Background: an optimization exercise with open tools, aiming at small area. Do not read the settings as production practice. RTL that was checked went through simulation tests only; none was proved equivalent to the original. The clock port is modelled as an ideal driver; clocking choices that lean on that would not hold on a real chip. Power figures rest on the tool's default switching activity, not on a simulated workload.

==> flow/design.v (excerpt) <==
module jtag_pdi_sniffer (
    input  wire       clk,
    input  wire       rst,         
    input  wire       smp_valid,   
    input  wire       tms,
    input  wire       tdi,
    input  wire       tdo,
    output wire       out_valid,
    output wire [7:0] out_data,
    output reg        pdi_err
);
    localparam [3:0] S_RESET      = 4'hF,
                     S_IDLE       = 4'hC,
                     S_SELECT_DR  = 4'h7,
                     S_CAPTURE_DR = 4'h6,
                     S_SHIFT_DR   = 4'h2,
                     S_EXIT1_DR   = 4'h1,
                     S_PAUSE_DR   = 4'h3,
                     S_EXIT2_DR   = 4'h0,
                     S_UPDATE_DR  = 4'h5,
                     S_SELECT_IR  = 4'h4,
                     S_CAPTURE_IR = 4'hE,
                     S_SHIFT_IR   = 4'hA,
                     S_EXIT1_IR   = 4'h9,
                     S_PAUSE_IR   = 4'hB,
                     S_EXIT2_IR   = 4'h8,
                     S_UPDATE_IR  = 4'hD;
    localparam [1:0] K_END  = 2'd0,    
                     K_NEXT = 2'd1,    
                     K_REP  = 2'd2,    
  ...
export LEC_CHECK = 0
export ABC_AREA = 0
export CAP_MARGIN = 0
export CORE_MARGIN = 2
export CORE_UTILIZATION = 40
export CTS_BUF_LIST = sky130_fd_sc_hd__clkbuf_4
export CTS_CLUSTER_DIAMETER = 100
export CTS_CLUSTER_SIZE = 40
export SLEW_MARGIN = 0
create_clock -name core_clock -period 10.0 [get_ports {clk}]
standard.sh (not shown) runs the stock make flow with config.mk's settings and CLKGATE_MAP_FILE= SYNTH_SCRIPT=/design/flow/synth_recipe.tcl, a recipe that flattens the netlist after the stock synthesis.
==> flow/flow/run.sh <==
#!/bin/bash
# Standard layout, with two changes: clock tree synthesis without dummy
# loads (and clkbuf_4 buffers), and plain buf_1 cells as the port buffers.
set -euo pipefail
export CTS_ARGS="-sink_clustering_enable -repair_clock_nets -buf_list sky130_fd_sc_hd__clkbuf_4 -sink_clustering_size 40 -sink_clustering_max_diameter 100 -dont_use_dummy_load"
export BUFFER_PORTS_ARGS="-buffer_cell sky130_fd_sc_hd__buf_1"
bash standard.sh > standard.log 2>&1
Change:
--- a/flow/flow/run.sh
+++ b/flow/flow/run.sh
@@ -2,2 +2,5 @@
-# Standard layout, with two changes: clock tree synthesis without dummy
-# loads (and clkbuf_4 buffers), and plain buf_1 cells as the port buffers.
+# Standard layout, with these changes: clock tree synthesis without dummy
+# loads and with clkbuf_4 buffers, then any clock buffer driving a slow
+# clock pin upsized (flow/post_cts.tcl); plain buf_1 cells as the port
+# buffers. The make output goes to standard.log, the tools' own logs to
+# orfs/logs.
@@ -6,0 +10 @@
+export POST_CTS_TCL="$(pwd)/flow/post_cts.tcl"
==> flow/flow/post_cts.tcl (new file) <==
estimate_parasitics -placement
set slow {}
foreach pin [all_registers -clock_pins] {
  set s 0
  foreach e {rise fall} {
    set v [get_property $pin slew_max_$e]
    if {$v > $s} { set s $v }
  }
  if {$s > 0.095} {
    foreach d [get_pins -of_objects [get_nets -of_objects $pin] -filter "direction==output"] {
      lappend slow [get_property [get_cells -of_objects $d] full_name]
    }
  }
}
foreach name [lsort -unique $slow] {
  set inst [[ord::get_db_block] findInst $name]
  if {[string match "*clkbuf_4" [[$inst getMaster] getName]]} {
    puts "post_cts: upsizing $name to clkbuf_8"
    replace_cell $inst sky130_fd_sc_hd__clkbuf_8
  }
}
detailed_placement
check_placement -verbose
estimate_parasitics -placement
--- a/flow/config.mk
+++ b/flow/config.mk
@@ -9 +9 @@
-export CAP_MARGIN = 0
+export CAP_MARGIN = 20
@@ -15 +15 @@
-export SLEW_MARGIN = 0
+export SLEW_MARGIN = 20
Now the flow aborted during clock tree synthesis on STA-0124.
Area after synthesis stays the same.
Synthesized cell count is unchanged.
Change:
==> flow/flow/run.sh (replaced) <==
#!/bin/bash
# Standard layout, with two changes: clock tree synthesis without dummy
# loads (and clkbuf_4 buffers), and plain buf_1 cells as the port buffers.
set -euo pipefail
export CTS_ARGS="-sink_clustering_enable -repair_clock_nets -buf_list sky130_fd_sc_hd__clkbuf_4 -sink_clustering_size 40 -sink_clustering_max_diameter 100 -dont_use_dummy_load"
export BUFFER_PORTS_ARGS="-buffer_cell sky130_fd_sc_hd__buf_1"
bash standard.sh > standard.log 2>&1
removed: flow/flow/post_cts.tcl
Outcome: The changed run went through all stages and came out clean. Synthesized area is unchanged. Synthesized cell count does not change.
Change:
--- a/flow/flow/run.sh
+++ b/flow/flow/run.sh
@@ -2,2 +2,5 @@
-# Standard layout, with two changes: clock tree synthesis without dummy
-# loads (and clkbuf_4 buffers), and plain buf_1 cells as the port buffers.
+# Standard layout, with these changes: clock tree synthesis without dummy
+# loads and with clkbuf_4 buffers, then any clock buffer driving a slow
+# clock pin upsized (flow/post_cts.tcl); plain buf_1 cells as the port
+# buffers. The make output goes to standard.log, the tools' own logs to
+# orfs/logs.
@@ -6,0 +10 @@
+export POST_CTS_TCL="$(pwd)/flow/post_cts.tcl"
==> flow/flow/post_cts.tcl (new file) <==
estimate_parasitics -placement
set slow {}
foreach pin [all_registers -clock_pins] {
  set s 0
  foreach e {rise fall} {
    set v [get_property $pin slew_max_$e]
    if {$v > $s} { set s $v }
  }
  if {$s > 0.095} {
    foreach d [get_pins -of_objects [get_nets -of_objects $pin] -filter "direction==output"] {
      lappend slow [get_property [get_cells -of_objects $d] full_name]
    }
  }
}
foreach name [lsort -unique $slow] {
  set cell [get_cells $name]
  if {[get_property [get_lib_cells -of_objects $cell] name] eq "sky130_fd_sc_hd__clkbuf_4"} {
    puts "post_cts: upsizing $name to clkbuf_8"
    replace_cell $cell sky130_fd_sc_hd__clkbuf_8
  }
}
detailed_placement
check_placement -verbose
estimate_parasitics -placement
The changed run completed without violations.
Global-route usage stays flat.
Total power grows by 3.5%.
Cell count stays the same.
Count of clock-buffer cells in the layout is unchanged.
Core utilization grows by 0.30 points.

========
Another version of the RTL of jtag_pdi_sniffer (not shown whole).
Size in the first run: ~120 flip-flops.
make LEC_CHECK=0 ABC_AREA=1 CAP_MARGIN=20 CORE_MARGIN=2 CORE_UTILIZATION=40 CTS_BUF_LIST=sky130_fd_sc_hd__clkbuf_4 CTS_CLUSTER_DIAMETER=100 CTS_CLUSTER_SIZE=40 SLEW_MARGIN=20 finish   # period 10.0 ns
run.sh (not shown) runs the stock make flow with config.mk's settings and CLKGATE_MAP_FILE= SYNTH_SCRIPT=/design/flow/synth_recipe.tcl, a recipe that flattens the netlist after the stock synthesis.
Stock flow here: none of the scripts above is used.
==> next run, changes <==
- CTS_BUF_LIST: sky130_fd_sc_hd__clkbuf_4 -> unset
- CTS_CLUSTER_DIAMETER: 100 -> unset
- CTS_CLUSTER_SIZE: 40 -> unset
=> The changed run went through all stages and came out clean; critical path depth is unchanged; clock power is higher by 93%; synthesized cell count does not change; register-to-register slack is about the same.
No functional check of the RTL was part of any run of this note.

[port drivers added, routing unchanged]
Ports are ideal in the flow. The routed layouts listed here were re-timed in OpenROAD. Step 1 assumes that a clkbuf_16 drives the clock port and a buf_2 every other input. Step 2 adds t to the input delays and takes it off the output delays; t is the mean of the earliest and latest rising clock arrival at the registers after step 1. Input paths then give back, and output paths get back, about the clock's delay inside the block. a / b / c = no drivers / after step 1 / after step 2; a / b = the first two.
| run | t (ns) | setup WS [ns] | worst register clock-pin slew, ns | worst data-port slew with drivers (ns) | cell pins on the clock port's net |
|---|---|---|---|---|---|
| the first run of note 1 | 0.530 | 4.164 / 4.133 / 4.663 | 0.12 / 0.12 | 0.03 | 1 |
| the third run of note 1 | 0.533 | 4.166 / 4.135 / 4.668 | 0.12 / 0.12 | 0.03 | 1 |
| the fourth run of note 1 | 0.554 | 4.159 / 4.128 / 4.682 | 0.09 / 0.09 | 0.03 | 1 |
| the first run of note 2 | 0.552 | 3.925 / 3.889 / 4.442 | 0.11 / 0.11 | 0.04 | 1 |
| the second run of note 2 | 0.459 | 4.053 / 4.012 / 4.470 | 0.06 / 0.06 | 0.04 | 1 |
After both steps every run listed still meets setup and hold.
